Source: an optimization exercise on an open RTL-to-GDS flow (aim: small area, a short achievable clock period and few clock cycles). Production flows keep margins and buffers that such runs may drop.
The RTL was checked by simulation tests, not by an equivalence proof against the original design.

==> design.v <==
module ssdv_huff_dtab (
    input  wire        ac,
    input  wire        chroma,
    input  wire [4:0]  len,
    output reg         has,
    output reg  [15:0] mincode,
    output reg  [15:0] maxcode,
    output reg  [7:0]  valptr
);
    always @(*) begin
        has = 1'b0; mincode = 16'd0; maxcode = 16'd0; valptr = 8'd0;
        case ({ac, chroma, len})
            7'h02: begin has = 1'b1; mincode = 16'h0000; maxcode = 16'h0000; valptr = 8'd0; end
            7'h03: begin has = 1'b1; mincode = 16'h0002; maxcode = 16'h0006; valptr = 8'd1; end
            7'h04: begin has = 1'b1; mincode = 16'h000e; maxcode = 16'h000e; valptr = 8'd6; end
            7'h05: begin has = 1'b1; mincode = 16'h001e; maxcode = 16'h001e; valptr = 8'd7; end
            7'h06: begin has = 1'b1; mincode = 16'h003e; maxcode = 16'h003e; valptr = 8'd8; end
            7'h07: begin has = 1'b1; mincode = 16'h007e; maxcode = 16'h007e; valptr = 8'd9; end
            7'h08: begin has = 1'b1; mincode = 16'h00fe; maxcode = 16'h00fe; valptr = 8'd10; end
            7'h09: begin has = 1'b1; mincode = 16'h01fe; maxcode = 16'h01fe; valptr = 8'd11; end
            7'h22: begin has = 1'b1; mincode = 16'h0000; maxcode = 16'h0002; valptr = 8'd0; end
            7'h23: begin has = 1'b1; mincode = 16'h0006; maxcode = 16'h0006; valptr = 8'd3; end
            7'h24: begin has = 1'b1; mincode = 16'h000e; maxcode = 16'h000e; valptr = 8'd4; end
            7'h25: begin has = 1'b1; mincode = 16'h001e; maxcode = 16'h001e; valptr = 8'd5; end
            7'h26: begin has = 1'b1; mincode = 16'h003e; maxcode = 16'h003e; valptr = 8'd6; end
            7'h27: begin has = 1'b1; mincode = 16'h007e; maxcode = 16'h007e; valptr = 8'd7; end
            7'h28: begin has = 1'b1; mincode = 16'h00fe; maxcode = 16'h00fe; valptr = 8'd8; end
            7'h29: begin has = 1'b1; mincode = 16'h01fe; maxcode = 16'h01fe; valptr = 8'd9; end
            7'h2a: begin has = 1'b1; mincode = 16'h03fe; maxcode = 16'h03fe; valptr = 8'd10; end
            7'h2b: begin has = 1'b1; mincode = 16'h07fe; maxcode = 16'h07fe; valptr = 8'd11; end
            7'h42: begin has = 1'b1; mincode = 16'h0000; maxcode = 16'h0001; valptr = 8'd0; end
            7'h43: begin has = 1'b1; mincode = 16'h0004; maxcode = 16'h0004; valptr = 8'd2; end
            7'h44: begin has = 1'b1; mincode = 16'h000a; maxcode = 16'h000c; valptr = 8'd3; end
            7'h45: begin has = 1'b1; mincode = 16'h001a; maxcode = 16'h001c; valptr = 8'd6; end
            7'h46: begin has = 1'b1; mincode = 16'h003a; maxcode = 16'h003b; valptr = 8'd9; end
            7'h47: begin has = 1'b1; mincode = 16'h0078; maxcode = 16'h007b; valptr = 8'd11; end
            7'h48: begin has = 1'b1; mincode = 16'h00f8; maxcode = 16'h00fa; valptr = 8'd15; end
            7'h49: begin has = 1'b1; mincode = 16'h01f6; maxcode = 16'h01fa; valptr = 8'd18; end
            7'h4a: begin has = 1'b1; mincode = 16'h03f6; maxcode = 16'h03fa; valptr = 8'd23; end
            7'h4b: begin has = 1'b1; mincode = 16'h07f6; maxcode = 16'h07f9; valptr = 8'd28; end
            7'h4c: begin has = 1'b1; mincode = 16'h0ff4; maxcode = 16'h0ff7; valptr = 8'd32; end
            7'h4f: begin has = 1'b1; mincode = 16'h7fc0; maxcode = 16'h7fc0; valptr = 8'd36; end
            7'h50: begin has = 1'b1; mincode = 16'hff82; maxcode = 16'hfffe; valptr = 8'd37; end
            7'h62: begin has = 1'b1; mincode = 16'h0000; maxcode = 16'h0001; valptr = 8'd0; end
            7'h63: begin has = 1'b1; mincode = 16'h0004; maxcode = 16'h0004; valptr = 8'd2; end
            7'h64: begin has = 1'b1; mincode = 16'h000a; maxcode = 16'h000b; valptr = 8'd3; end
            7'h65: begin has = 1'b1; mincode = 16'h0018; maxcode = 16'h001b; valptr = 8'd5; end
            7'h66: begin has = 1'b1; mincode = 16'h0038; maxcode = 16'h003b; valptr = 8'd9; end
            7'h67: begin has = 1'b1; mincode = 16'h0078; maxcode = 16'h007a; valptr = 8'd13; end
            7'h68: begin has = 1'b1; mincode = 16'h00f6; maxcode = 16'h00f9; valptr = 8'd16; end
            7'h69: begin has = 1'b1; mincode = 16'h01f4; maxcode = 16'h01fa; valptr = 8'd20; end
            7'h6a: begin has = 1'b1; mincode = 16'h03f6; maxcode = 16'h03fa; valptr = 8'd27; end
            7'h6b: begin has = 1'b1; mincode = 16'h07f6; maxcode = 16'h07f9; valptr = 8'd32; end
            7'h6c: begin has = 1'b1; mincode = 16'h0ff4; maxcode = 16'h0ff7; valptr = 8'd36; end
            7'h6e: begin has = 1'b1; mincode = 16'h3fe0; maxcode = 16'h3fe0; valptr = 8'd40; end
            7'h6f: begin has = 1'b1; mincode = 16'h7fc2; maxcode = 16'h7fc3; valptr = 8'd41; end
            7'h70: begin has = 1'b1; mincode = 16'hff88; maxcode = 16'hfffe; valptr = 8'd43; end
            default: ;
        endcase
    end
endmodule
module ssdv_huff_vals (
    input  wire        ac,
    input  wire        chroma,
    input  wire [7:0]  idx,
    output reg  [7:0]  sym
);
    always @(*) begin
        case ({ac, chroma, idx})
            10'h000: sym = 8'h00;
            10'h001: sym = 8'h01;
            10'h002: sym = 8'h02;
            10'h003: sym = 8'h03;
            10'h004: sym = 8'h04;
            10'h005: sym = 8'h05;
            10'h006: sym = 8'h06;
            10'h007: sym = 8'h07;
            10'h008: sym = 8'h08;
            10'h009: sym = 8'h09;
            10'h00a: sym = 8'h0a;
            10'h00b: sym = 8'h0b;
            10'h100: sym = 8'h00;
            10'h101: sym = 8'h01;
            10'h102: sym = 8'h02;
            10'h103: sym = 8'h03;
            10'h104: sym = 8'h04;
            10'h105: sym = 8'h05;
            10'h106: sym = 8'h06;
            10'h107: sym = 8'h07;
            10'h108: sym = 8'h08;
            10'h109: sym = 8'h09;
            10'h10a: sym = 8'h0a;
            10'h10b: sym = 8'h0b;
            10'h200: sym = 8'h01;
            10'h201: sym = 8'h02;
            10'h202: sym = 8'h03;
            10'h203: sym = 8'h00;
            10'h204: sym = 8'h04;
            10'h205: sym = 8'h11;
            10'h206: sym = 8'h05;
            10'h207: sym = 8'h12;
            10'h208: sym = 8'h21;
            10'h209: sym = 8'h31;
            10'h20a: sym = 8'h41;
            10'h20b: sym = 8'h06;
            10'h20c: sym = 8'h13;
            10'h20d: sym = 8'h51;
            10'h20e: sym = 8'h61;
            10'h20f: sym = 8'h07;
            10'h210: sym = 8'h22;
            10'h211: sym = 8'h71;
            10'h212: sym = 8'h14;
            10'h213: sym = 8'h32;
            10'h214: sym = 8'h81;
            10'h215: sym = 8'h91;
            10'h216: sym = 8'ha1;
            10'h217: sym = 8'h08;
            10'h218: sym = 8'h23;
            10'h219: sym = 8'h42;
            10'h21a: sym = 8'hb1;
            10'h21b: sym = 8'hc1;
            10'h21c: sym = 8'h15;
            10'h21d: sym = 8'h52;
            10'h21e: sym = 8'hd1;
            10'h21f: sym = 8'hf0;
            10'h220: sym = 8'h24;
            10'h221: sym = 8'h33;
            10'h222: sym = 8'h62;
            10'h223: sym = 8'h72;
            10'h224: sym = 8'h82;
            10'h225: sym = 8'h09;
            10'h226: sym = 8'h0a;
            10'h227: sym = 8'h16;
            10'h228: sym = 8'h17;
            10'h229: sym = 8'h18;
            10'h22a: sym = 8'h19;
            10'h22b: sym = 8'h1a;
            10'h22c: sym = 8'h25;
            10'h22d: sym = 8'h26;
            10'h22e: sym = 8'h27;
            10'h22f: sym = 8'h28;
            10'h230: sym = 8'h29;
            10'h231: sym = 8'h2a;
            10'h232: sym = 8'h34;
            10'h233: sym = 8'h35;
            10'h234: sym = 8'h36;
            10'h235: sym = 8'h37;
            10'h236: sym = 8'h38;
            10'h237: sym = 8'h39;
            10'h238: sym = 8'h3a;
            10'h239: sym = 8'h43;
            10'h23a: sym = 8'h44;
            10'h23b: sym = 8'h45;
            10'h23c: sym = 8'h46;
            10'h23d: sym = 8'h47;
            10'h23e: sym = 8'h48;
            10'h23f: sym = 8'h49;
            10'h240: sym = 8'h4a;
            10'h241: sym = 8'h53;
            10'h242: sym = 8'h54;
            10'h243: sym = 8'h55;
            10'h244: sym = 8'h56;
            10'h245: sym = 8'h57;
            10'h246: sym = 8'h58;
            10'h247: sym = 8'h59;
            10'h248: sym = 8'h5a;
            10'h249: sym = 8'h63;
            10'h24a: sym = 8'h64;
            10'h24b: sym = 8'h65;
            10'h24c: sym = 8'h66;
            10'h24d: sym = 8'h67;
            10'h24e: sym = 8'h68;
            10'h24f: sym = 8'h69;
            10'h250: sym = 8'h6a;
            10'h251: sym = 8'h73;
            10'h252: sym = 8'h74;
            10'h253: sym = 8'h75;
            10'h254: sym = 8'h76;
            10'h255: sym = 8'h77;
            10'h256: sym = 8'h78;
            10'h257: sym = 8'h79;
            10'h258: sym = 8'h7a;
            10'h259: sym = 8'h83;
            10'h25a: sym = 8'h84;
            10'h25b: sym = 8'h85;
            10'h25c: sym = 8'h86;
            10'h25d: sym = 8'h87;
            10'h25e: sym = 8'h88;
            10'h25f: sym = 8'h89;
            10'h260: sym = 8'h8a;
            10'h261: sym = 8'h92;
            10'h262: sym = 8'h93;
            10'h263: sym = 8'h94;
            10'h264: sym = 8'h95;
            10'h265: sym = 8'h96;
            10'h266: sym = 8'h97;
            10'h267: sym = 8'h98;
            10'h268: sym = 8'h99;
            10'h269: sym = 8'h9a;
            10'h26a: sym = 8'ha2;
            10'h26b: sym = 8'ha3;
            10'h26c: sym = 8'ha4;
            10'h26d: sym = 8'ha5;
            10'h26e: sym = 8'ha6;
            10'h26f: sym = 8'ha7;
            10'h270: sym = 8'ha8;
            10'h271: sym = 8'ha9;
            10'h272: sym = 8'haa;
            10'h273: sym = 8'hb2;
            10'h274: sym = 8'hb3;
            10'h275: sym = 8'hb4;
            10'h276: sym = 8'hb5;
            10'h277: sym = 8'hb6;
            10'h278: sym = 8'hb7;
            10'h279: sym = 8'hb8;
            10'h27a: sym = 8'hb9;
            10'h27b: sym = 8'hba;
            10'h27c: sym = 8'hc2;
            10'h27d: sym = 8'hc3;
            10'h27e: sym = 8'hc4;
            10'h27f: sym = 8'hc5;
            10'h280: sym = 8'hc6;
            10'h281: sym = 8'hc7;
            10'h282: sym = 8'hc8;
            10'h283: sym = 8'hc9;
            10'h284: sym = 8'hca;
            10'h285: sym = 8'hd2;
            10'h286: sym = 8'hd3;
            10'h287: sym = 8'hd4;
            10'h288: sym = 8'hd5;
            10'h289: sym = 8'hd6;
            10'h28a: sym = 8'hd7;
            10'h28b: sym = 8'hd8;
            10'h28c: sym = 8'hd9;
            10'h28d: sym = 8'hda;
            10'h28e: sym = 8'he1;
            10'h28f: sym = 8'he2;
            10'h290: sym = 8'he3;
            10'h291: sym = 8'he4;
            10'h292: sym = 8'he5;
            10'h293: sym = 8'he6;
            10'h294: sym = 8'he7;
            10'h295: sym = 8'he8;
            10'h296: sym = 8'he9;
            10'h297: sym = 8'hea;
            10'h298: sym = 8'hf1;
            10'h299: sym = 8'hf2;
            10'h29a: sym = 8'hf3;
            10'h29b: sym = 8'hf4;
            10'h29c: sym = 8'hf5;
            10'h29d: sym = 8'hf6;
            10'h29e: sym = 8'hf7;
            10'h29f: sym = 8'hf8;
            10'h2a0: sym = 8'hf9;
            10'h2a1: sym = 8'hfa;
            10'h300: sym = 8'h00;
            10'h301: sym = 8'h01;
            10'h302: sym = 8'h02;
            10'h303: sym = 8'h03;
            10'h304: sym = 8'h11;
            10'h305: sym = 8'h04;
            10'h306: sym = 8'h05;
            10'h307: sym = 8'h21;
            10'h308: sym = 8'h31;
            10'h309: sym = 8'h06;
            10'h30a: sym = 8'h12;
            10'h30b: sym = 8'h41;
            10'h30c: sym = 8'h51;
            10'h30d: sym = 8'h07;
            10'h30e: sym = 8'h61;
            10'h30f: sym = 8'h71;
            10'h310: sym = 8'h13;
            10'h311: sym = 8'h22;
            10'h312: sym = 8'h32;
            10'h313: sym = 8'h81;
            10'h314: sym = 8'h08;
            10'h315: sym = 8'h14;
            10'h316: sym = 8'h42;
            10'h317: sym = 8'h91;
            10'h318: sym = 8'ha1;
            10'h319: sym = 8'hb1;
            10'h31a: sym = 8'hc1;
            10'h31b: sym = 8'h09;
            10'h31c: sym = 8'h23;
            10'h31d: sym = 8'h33;
            10'h31e: sym = 8'h52;
            10'h31f: sym = 8'hf0;
            10'h320: sym = 8'h15;
            10'h321: sym = 8'h62;
            10'h322: sym = 8'h72;
            10'h323: sym = 8'hd1;
            10'h324: sym = 8'h0a;
            10'h325: sym = 8'h16;
            10'h326: sym = 8'h24;
            10'h327: sym = 8'h34;
            10'h328: sym = 8'he1;
            10'h329: sym = 8'h25;
            10'h32a: sym = 8'hf1;
            10'h32b: sym = 8'h17;
            10'h32c: sym = 8'h18;
            10'h32d: sym = 8'h19;
            10'h32e: sym = 8'h1a;
            10'h32f: sym = 8'h26;
            10'h330: sym = 8'h27;
            10'h331: sym = 8'h28;
            10'h332: sym = 8'h29;
            10'h333: sym = 8'h2a;
            10'h334: sym = 8'h35;
            10'h335: sym = 8'h36;
            10'h336: sym = 8'h37;
            10'h337: sym = 8'h38;
            10'h338: sym = 8'h39;
            10'h339: sym = 8'h3a;
            10'h33a: sym = 8'h43;
            10'h33b: sym = 8'h44;
            10'h33c: sym = 8'h45;
            10'h33d: sym = 8'h46;
            10'h33e: sym = 8'h47;
            10'h33f: sym = 8'h48;
            10'h340: sym = 8'h49;
            10'h341: sym = 8'h4a;
            10'h342: sym = 8'h53;
            10'h343: sym = 8'h54;
            10'h344: sym = 8'h55;
            10'h345: sym = 8'h56;
            10'h346: sym = 8'h57;
            10'h347: sym = 8'h58;
            10'h348: sym = 8'h59;
            10'h349: sym = 8'h5a;
            10'h34a: sym = 8'h63;
            10'h34b: sym = 8'h64;
            10'h34c: sym = 8'h65;
            10'h34d: sym = 8'h66;
            10'h34e: sym = 8'h67;
            10'h34f: sym = 8'h68;
            10'h350: sym = 8'h69;
            10'h351: sym = 8'h6a;
            10'h352: sym = 8'h73;
            10'h353: sym = 8'h74;
            10'h354: sym = 8'h75;
            10'h355: sym = 8'h76;
            10'h356: sym = 8'h77;
            10'h357: sym = 8'h78;
            10'h358: sym = 8'h79;
            10'h359: sym = 8'h7a;
            10'h35a: sym = 8'h82;
            10'h35b: sym = 8'h83;
            10'h35c: sym = 8'h84;
            10'h35d: sym = 8'h85;
            10'h35e: sym = 8'h86;
            10'h35f: sym = 8'h87;
            10'h360: sym = 8'h88;
            10'h361: sym = 8'h89;
            10'h362: sym = 8'h8a;
            10'h363: sym = 8'h92;
            10'h364: sym = 8'h93;
            10'h365: sym = 8'h94;
            10'h366: sym = 8'h95;
            10'h367: sym = 8'h96;
            10'h368: sym = 8'h97;
            10'h369: sym = 8'h98;
            10'h36a: sym = 8'h99;
            10'h36b: sym = 8'h9a;
            10'h36c: sym = 8'ha2;
            10'h36d: sym = 8'ha3;
            10'h36e: sym = 8'ha4;
            10'h36f: sym = 8'ha5;
            10'h370: sym = 8'ha6;
            10'h371: sym = 8'ha7;
            10'h372: sym = 8'ha8;
            10'h373: sym = 8'ha9;
            10'h374: sym = 8'haa;
            10'h375: sym = 8'hb2;
            10'h376: sym = 8'hb3;
            10'h377: sym = 8'hb4;
            10'h378: sym = 8'hb5;
            10'h379: sym = 8'hb6;
            10'h37a: sym = 8'hb7;
            10'h37b: sym = 8'hb8;
            10'h37c: sym = 8'hb9;
            10'h37d: sym = 8'hba;
            10'h37e: sym = 8'hc2;
            10'h37f: sym = 8'hc3;
            10'h380: sym = 8'hc4;
            10'h381: sym = 8'hc5;
            10'h382: sym = 8'hc6;
            10'h383: sym = 8'hc7;
            10'h384: sym = 8'hc8;
            10'h385: sym = 8'hc9;
            10'h386: sym = 8'hca;
            10'h387: sym = 8'hd2;
            10'h388: sym = 8'hd3;
            10'h389: sym = 8'hd4;
            10'h38a: sym = 8'hd5;
            10'h38b: sym = 8'hd6;
            10'h38c: sym = 8'hd7;
            10'h38d: sym = 8'hd8;
            10'h38e: sym = 8'hd9;
            10'h38f: sym = 8'hda;
            10'h390: sym = 8'he2;
            10'h391: sym = 8'he3;
            10'h392: sym = 8'he4;
            10'h393: sym = 8'he5;
            10'h394: sym = 8'he6;
            10'h395: sym = 8'he7;
            10'h396: sym = 8'he8;
            10'h397: sym = 8'he9;
            10'h398: sym = 8'hea;
            10'h399: sym = 8'hf2;
            10'h39a: sym = 8'hf3;
            10'h39b: sym = 8'hf4;
            10'h39c: sym = 8'hf5;
            10'h39d: sym = 8'hf6;
            10'h39e: sym = 8'hf7;
            10'h39f: sym = 8'hf8;
            10'h3a0: sym = 8'hf9;
            10'h3a1: sym = 8'hfa;
            default: sym = 8'h00;
        endcase
    end
endmodule
module ssdv_huffdec (
    input  wire        clk,
    input  wire        rst,
    input  wire        in_valid,
    output wire        in_ready,
    input  wire        in_start,
    input  wire [7:0]  in_byte,
    output reg         out_valid,
    input  wire        out_ready,
    output reg  [1:0]  out_kind,
    output reg  [1:0]  out_comp,
    output reg  [5:0]  out_k,
    output reg  [11:0] out_val
);
    localparam ST_HUFF = 2'd0, ST_INT = 2'd1, ST_OUT = 2'd2, ST_END = 2'd3;
    localparam K_DC = 2'd0, K_AC = 2'd1, K_END = 2'd2;
    reg  [1:0]  state;
    reg  [7:0]  bbuf;
    reg  [3:0]  bcnt;
    reg  [2:0]  ycparts;
    reg  [2:0]  mcupart;
    reg  [6:0]  k;
    reg  [15:0] hcode;
    reg  [4:0]  hlen;
    reg  [3:0]  iw;
    reg  [10:0] ibits;
    reg  [3:0]  ilen;
    reg         end_after;    
    wire [1:0]  comp   = (mcupart < ycparts) ? 2'd0 : (mcupart - ycparts + 3'd1);
    wire        chroma = (comp != 2'd0);
    wire        is_ac  = (k != 7'd0);
    wire        need_bit = (state == ST_HUFF || state == ST_INT);
    assign in_ready = need_bit && (bcnt == 4'd0);
    wire        take     = in_valid && in_ready;
    wire        have_bit = need_bit && (bcnt != 4'd0);
    wire        nbit      = bbuf[bcnt - 4'd1];
    wire [15:0] code_nx = {hcode[14:0], nbit};
    wire [4:0]  len_nx  = hlen + 5'd1;
    wire        t_has;
    wire [15:0] t_min, t_max;
    wire [7:0]  t_ptr;
    ssdv_huff_dtab u_dtab (.ac(is_ac), .chroma(chroma), .len(len_nx),
                           .has(t_has), .mincode(t_min), .maxcode(t_max), .valptr(t_ptr));
    wire        hit     = t_has && (code_nx <= t_max);
    wire [7:0]  idx     = t_ptr + (code_nx[7:0] - t_min[7:0]);
    wire [7:0]  sym;
    ssdv_huff_vals u_vals (.ac(is_ac), .chroma(chroma), .idx(idx), .sym(sym));
    wire [3:0]  run     = sym[7:4];
    wire [3:0]  ssz     = sym[3:0];
    wire [10:0] ibits_nx = {ibits[9:0], nbit};
    function [11:0] extend;
        input [10:0] b;
        input [3:0]  s;
        reg   [11:0] one;
        begin
            one = 12'd1 << s;
            if (s == 4'd0)
                extend = 12'd0;
            else if (b[s - 4'd1])
                extend = {1'b0, b};
            else
                extend = {1'b0, b} - one + 12'd1;
        end
    endfunction
    task next_block;
        begin
            k <= 7'd0;
            if (mcupart + 3'd1 == ycparts + 3'd2) mcupart <= 3'd0;
            else                                  mcupart <= mcupart + 3'd1;
        end
    endtask
    always @(posedge clk) begin
        if (rst) begin
            state     <= ST_HUFF;
            bbuf      <= 8'd0;
            bcnt      <= 4'd0;
            ycparts   <= 3'd4;
            mcupart   <= 3'd0;
            k         <= 7'd0;
            hcode     <= 16'd0;
            hlen      <= 5'd0;
            iw        <= 4'd0;
            ibits     <= 11'd0;
            ilen      <= 4'd0;
            end_after <= 1'b0;
            out_valid <= 1'b0;
            out_kind  <= 2'd0;
            out_comp  <= 2'd0;
            out_k     <= 6'd0;
            out_val   <= 12'd0;
        end else begin
            if (take) begin
                if (in_start) begin
                    case (in_byte[1:0])
                        2'd0:    ycparts <= 3'd4;
                        2'd3:    ycparts <= 3'd1;
                        default: ycparts <= 3'd2;
                    endcase
                    mcupart <= 3'd0;
                    k       <= 7'd0;
                    hcode   <= 16'd0;
                    hlen    <= 5'd0;
                    state   <= ST_HUFF;
                end else begin
                    bbuf <= in_byte;
                    bcnt <= 4'd8;
                end
            end
            case (state)
                ST_HUFF: if (have_bit) begin
                    bcnt <= bcnt - 4'd1;
                    if (!hit) begin
                        hcode <= code_nx;
                        hlen  <= len_nx;
                    end else begin
                        hcode <= 16'd0;
                        hlen  <= 5'd0;
                        ibits <= 11'd0;
                        ilen  <= 4'd0;
                        if (!is_ac) begin
                            iw <= sym[3:0];
                            if (sym[3:0] == 4'd0) begin
                                out_valid <= 1'b1;
                                out_kind  <= K_DC;
                                out_comp  <= comp;
                                out_k     <= 6'd0;
                                out_val   <= 12'd0;
                                end_after <= 1'b0;
                                k         <= 7'd1;
                                state     <= ST_OUT;
                            end else begin
                                state <= ST_INT;
                            end
                        end else if (sym == 8'h00) begin
                            out_valid <= 1'b1;
                            out_kind  <= K_END;
                            out_comp  <= comp;
                            out_k     <= 6'd0;
                            out_val   <= 12'd0;
                            end_after <= 1'b0;
                            state     <= ST_OUT;
                            next_block();
                        end else if (sym == 8'hF0) begin
                            if (k + 7'd16 == 7'd64) begin
                                out_valid <= 1'b1;
                                out_kind  <= K_END;
                                out_comp  <= comp;
                                out_k     <= 6'd0;
                                out_val   <= 12'd0;
                                end_after <= 1'b0;
                                state     <= ST_OUT;
                                next_block();
                            end else begin
                                k <= k + 7'd16;
                            end
                        end else begin
                            k     <= k + {3'd0, run};
                            iw    <= ssz;
                            state <= ST_INT;
                        end
                    end
                end
                ST_INT: if (have_bit) begin
                    bcnt  <= bcnt - 4'd1;
                    ibits <= ibits_nx;
                    ilen  <= ilen + 4'd1;
                    if (ilen + 4'd1 == iw) begin
                        out_valid <= 1'b1;
                        out_kind  <= is_ac ? K_AC : K_DC;
                        out_comp  <= comp;
                        out_k     <= k[5:0];
                        out_val   <= extend(ibits_nx, iw);
                        end_after <= (k == 7'd63);
                        state     <= ST_OUT;
                        if (k == 7'd63) next_block();
                        else            k <= k + 7'd1;
                    end
                end
                ST_OUT: if (out_ready) begin
                    if (end_after) begin
                        out_kind  <= K_END;
                        out_k     <= 6'd0;
                        out_val   <= 12'd0;
                        end_after <= 1'b0;
                        state     <= ST_END;
                    end else begin
                        out_valid <= 1'b0;
                        state     <= ST_HUFF;
                    end
                end
                default: if (out_ready) begin  
                    out_valid <= 1'b0;
                    state     <= ST_HUFF;
                end
            endcase
        end
    end
endmodule
==> run.sh <==
#!/bin/bash
# synth_recipe.tcl (not shown) runs the flow's synth.tcl, then flattens the netlist and writes it again
# the make line also repeats each setting of config.mk as NAME=value (left out here)
make -C /OpenROAD-flow-scripts/flow DESIGN_CONFIG=/design/flow/config.mk WORK_HOME=/design/flow/orfs CLKGATE_MAP_FILE= SYNTH_SCRIPT=/design/flow/synth_recipe.tcl finish
==> config.mk <==
export PLATFORM = sky130hd
export DESIGN_NAME = ssdv_huffdec
export DESIGN_NICKNAME = ssdv_huffdec
export VERILOG_FILES = /design/flow/design.v
export SDC_FILE = /design/flow/constraint.sdc
export NUM_CORES = 4
export LEC_CHECK = 0
export CAP_MARGIN = 20
export CORE_MARGIN = 2
export CORE_UTILIZATION = 40
export PLACE_DENSITY = 0.6
export SLEW_MARGIN = 20
export SYNTH_MEMORY_MAX_BITS = 65536
==> constraint.sdc <==
create_clock -name core_clock -period 8.0 [get_ports {clk}]
set_input_delay 1.6000 -clock core_clock [delete_from_list [all_inputs] [get_ports {clk}]]
set_output_delay 1.6000 -clock core_clock [all_outputs]
set_load 0.01 [all_outputs]
==> flow_summary.rst <==
.. list-table::
   :header-rows: 1

   * - Metric
     - Value
   * - Run status
     - no timing/DRC/antenna violations
   * - Number of fill cells in the layout
     - 2807
   * - Top-count cell post-synth
     - sky130_fd_sc_hd__nor2_1
   * - TritonCTS clock tree
     - built
   * - Final Worst Setup Slack
     - 0.388 ns
   * - Top Usage Layer GRT
     - met2
   * - Yosys top cell by area
     - sky130_fd_sc_hd__dfxtp_1
   * - Nets in the synthesized netlist
     - 1654
   * - Number of enable flip-flop cells after synthesis
     - 0
   * - H-tree level count
     - 3
   * - Fraction of layout instances using a drive strength above 1
     - 10.6%
   * - Synth cell types
     - 103
   * - Yosys top cell area share
     - 15.9%
   * - Hold WC Path Type
     - register to register
   * - Final period demand of the worst path
     - 7.61 ns
   * - Endpoint of the worst-slack reg-to-reg timing path
     - k[4]$_SDFF_PP0_
   * - Number of antenna violations at the first check in global routing
     - 0
   * - Number of max-cap violations
     - 0
   * - CTS sink cnt
     - 89
   * - Filler-free cell count of the finished design
     - 1928
   * - Sequential-to-total area share from yosys stat
     - 15.9%
   * - Total of buffers placed on input and output ports
     - 36
   * - Initial cell density of the core
     - 40.4%
   * - Via count of the first global-routing pass
     - 11508
   * - Layout Area Growth over Synthesis
     - 11.7%
   * - Grt ovf
     - 0
   * - WP data arrival
     - 7.91 ns
   * - Gp weighted congestion
     - 1.02
   * - Setup_tns
     - 0 ns
   * - Area of placed instances
     - 12200 µm²
   * - Total Routing Usage GR
     - 28.9%
   * - Post-synthesis instance total
     - 1528
   * - Number of storage elements in the synthesis netlist
     - 89
   * - # nets final
     - 1671
   * - Worst hold margin
     - 0.474 ns
   * - Reg-to-reg slack, setup
     - 0.39 ns
   * - Total Die Area
     - 29400 µm²
   * - Routed wire length
     - 42800 µm
   * - Post-synthesis average cell area
     - 7.33 µm²
   * - Area of the multi-input gates
     - 8690 µm²
   * - Half-perimeter wire length of the detailed placement result
     - 31600 µm
   * - RSZ-0062 raised after global routing
     - false
   * - CP max-delay cell
     - sky130_fd_sc_hd__o211ai_1
   * - Maximum buffer depth of the clock tree
     - 2
   * - Cells on worst reg2reg path
     - 25
   * - Final setup vio count
     - 0
   * - Most common library cells after synthesis
     - 144 x sky130_fd_sc_hd__nor2_1, 142 x sky130_fd_sc_hd__a21oi_1, 141 x sky130_fd_sc_hd__nand2_1
   * - Transition time at the pin with the least slew margin
     - 1.01 ns
   * - Minimum setup slack after placement
     - 0.476 ns
   * - CP peak stage delay
     - 0.65 ns
   * - Upper clock frequency limit
     - 131 MHz
   * - Launch point of the worst reg-to-reg path
     - mcupart[1]$_SDFF_PP0_
   * - Post-synthesis instance area
     - 11200 µm²
   * - Worst-case headroom to the max-slew limit
     - 32.6%
   * - Largest fanout on the critical path
     - 14
   * - Yosys warns
     - 3
   * - Placed cell count
     - 1906
   * - Core Rows
     - 61
   * - Max-slew violations
     - 0
   * - Chip Height
     - 171 µm
   * - Most used flip-flop cell after synthesis
     - sky130_fd_sc_hd__dfxtp_1
   * - Instance count on the critical path
     - 25
   * - Detailed-route vias per instance
     - 6.49
   * - Cell chosen for the clock root
     - sky130_fd_sc_hd__clkbuf_16
   * - Fraction of registers with async set or reset after synthesis
     - 0%
   * - Count of buffer and inverter cells on the critical path
     - 4
   * - Worst path top cell family by delay
     - compound AO/OA/AOI/OAI gates
   * - Global-route wire length before repair
     - 66900 µm
   * - First element of the critical path
     - mcupart[1]$_SDFF_PP0_
   * - Tcrit/Tclk final
     - 95.2%
   * - Antenna diode count
     - 0
   * - Total area of sequential cells
     - 1780 µm²
   * - 1st-pass router iterations
     - 6
   * - Number of violations reported at the end of detailed-routing iteration 0
     - 1452
   * - Hold Fails Final Rpt
     - 0
   * - Met3 routing resource usage after global routing
     - 4.23%
   * - Met1 layer usage reported by global route
     - 40.4%
   * - CTS clk-pin slew, worst paths
     - 0.07 ns
   * - Hold-fix buffers at CTS
     - 0
   * - Crit start category
     - register
   * - Setup crit end kind
     - register
   * - Remaining antenna violation count
     - 0
   * - Worst EP required
     - 8.29 ns
   * - Dominant cells by area after synthesis
     - sky130_fd_sc_hd__dfxtp_1 16%, sky130_fd_sc_hd__ha_1 12%, sky130_fd_sc_hd__a21oi_1 6.3%
   * - Area of all placed cells without fillers
     - 12500 µm²
   * - Die width
     - 171 µm
   * - Detailed-route DRC error count
     - 0
   * - Start-to-end type of the worst setup path
     - register to register
   * - Wirelength per Cell
     - 22.2 µm
   * - Placeable core area
     - 27700 µm²
   * - Critical Path Sink
     - k[4]$_SDFF_PP0_
   * - Clock latency at the later pin of the worst-skew pair
     - 0.35 ns
   * - Largest net degree at the start of global routing
     - 71
   * - Cell occurring most often along the worst timing path
     - sky130_fd_sc_hd__o21ai_0
   * - Num CTS Buffers
     - 9
   * - Worst setup skew after layout
     - 0.0102 ns
   * - Vias
     - 12514
   * - I/O pin cnt
     - 37
   * - Met2 capacity usage during global routing
     - 44.3%
==> worst min-delay path, delay by kind of cell (launching register included) <==
family	cells	cell delay, ns
compound gates	2	0.12
flops	1	0.30
==> state kept, by name, summed over array words and instances (netlist names), 3 cells and up <==
signal	flops
ycparts	3
ilen	4
hlen	5
hcode	15
bcnt	4
out_k	6
iw	4
mcupart	3
k	7
ibits	10
bbuf	8
out_val	12
==> how the worst min path moves through the flow <==
| stage | from | end | slack, ns | depth (start not counted) |
|---|---|---|---|---|
| finish | out_k[3]$_SDFFE_PP0P_ | out_k[3]$_SDFFE_PP0P_ | 0.47 | 2 |
| global route | ilen[1]$_SDFFE_PP0P_ | ilen[1]$_SDFFE_PP0P_ | 0.50 | 2 |
| CTS | out_k[3]$_SDFFE_PP0P_ | out_k[3]$_SDFFE_PP0P_ | 0.48 | 2 |
| detailed placement | ilen[1]$_SDFFE_PP0P_ | ilen[1]$_SDFFE_PP0P_ | 0.47 | 2 |
| global placement | ilen[1]$_SDFFE_PP0P_ | ilen[1]$_SDFFE_PP0P_ | 0.46 | 2 |
| floorplan | ilen[1]$_SDFFE_PP0P_ | ilen[1]$_SDFFE_PP0P_ | 0.45 | 2 |
==> routing by layer <==
layer / wire, µm / vias up / share of wire (%)
li1: - / 5783 / -
met1: 18800 / 5889 / 44
met2: 18500 / 709 / 43
met3: 3680 / 133 / 8.6
met4: 1810 / 0 / 4.2
met5: 0 / - / 0
==> cells in the final DEF (no fill, tap or decap), drive strengths merged, types with 11 or more instances in the layout <==
cell type and instances:
nor2 147, nand2 143, a21oi 143, ha 105
o21ai 96, dfxtp 89, buf 87, inv 59
nand3 53, nor3 48, o211ai 43, clkdlybuf4s50 35
xnor2 32, mux2i 27, a211oi 26, a31oi 23
a22oi 22, nand4 21, nor4 20, nand2b 19
o31ai 18, a21o 15, o21a 13, and3 13
o22ai 13, nor2b 12, a211o 11, a2111oi 11
clkbuf 11, o311ai 11
==> area by class of cell <==
cell class / count / area share (%)
clock buffer: 10 / 1.91
timing repair buffer: 123 / 8.36
clock inverter: 6 / 0.350
multi-input combinational: 1259 / 69.4
sequential: 89 / 14.2
tap: 378 / 3.78
inverter: 63 / 1.92
==> repair_timing <==
item / CTS / global route
resized for setup: 0 / 2
setup endpoints to repair: 0 / 5
buffers inserted: 0 / 5
==> cell families (layout without fill, tap and decap cells) <==
group,Yosys count,in the layout,synth area share [%]
xor gates and xnor gates,37,37,3.19
and+or+nand+nor,516,516,22.4
muxes,45,45,5.26
adders and majority gates,113,113,13.2
AOI/OAI and AO/OA,548,548,33.3
DFF,89,89,15.9
buffers and inverters,180,202,6.81
==> metrics by stage <==
step / util [%]
6_report: 45.2
5_1_grt: 45.2
4_1_cts: 45.0
3_5_place_dp: 44.0
3_3_place_gp: 44.0
2_1_floorplan: -
Testbench counts, summed over its fixed seeds: cycles 109,347.

-- what the ideal ports hide --
In the flow no input, the clock included, has a driving cell. The finished layout below was timed again as built, in two steps. Step 1 assumes that a clkbuf_16 drives the clock port and a buf_2 every other input. Step 2, shift: input delay + t, output delay - t, t = (earliest + latest rising clock arrival at the registers) / 2. This alone moves slack from input paths to output paths. a / b / c = ideal / step 1 / step 2; a / b = the first two.
t (ns): 0.389
slack for setup (ns): 0.388 / 0.388 / 0.388
worst setup path after step 2: register to register
clock arrival spread, ns: 0.010 / 0.011
worst register clock-pin slew, ns: 0.07 / 0.07
After both steps this run still meets setup and hold. The setup slack of this run moves by 0.000 ns with the drivers and by 0.000 ns with both steps.
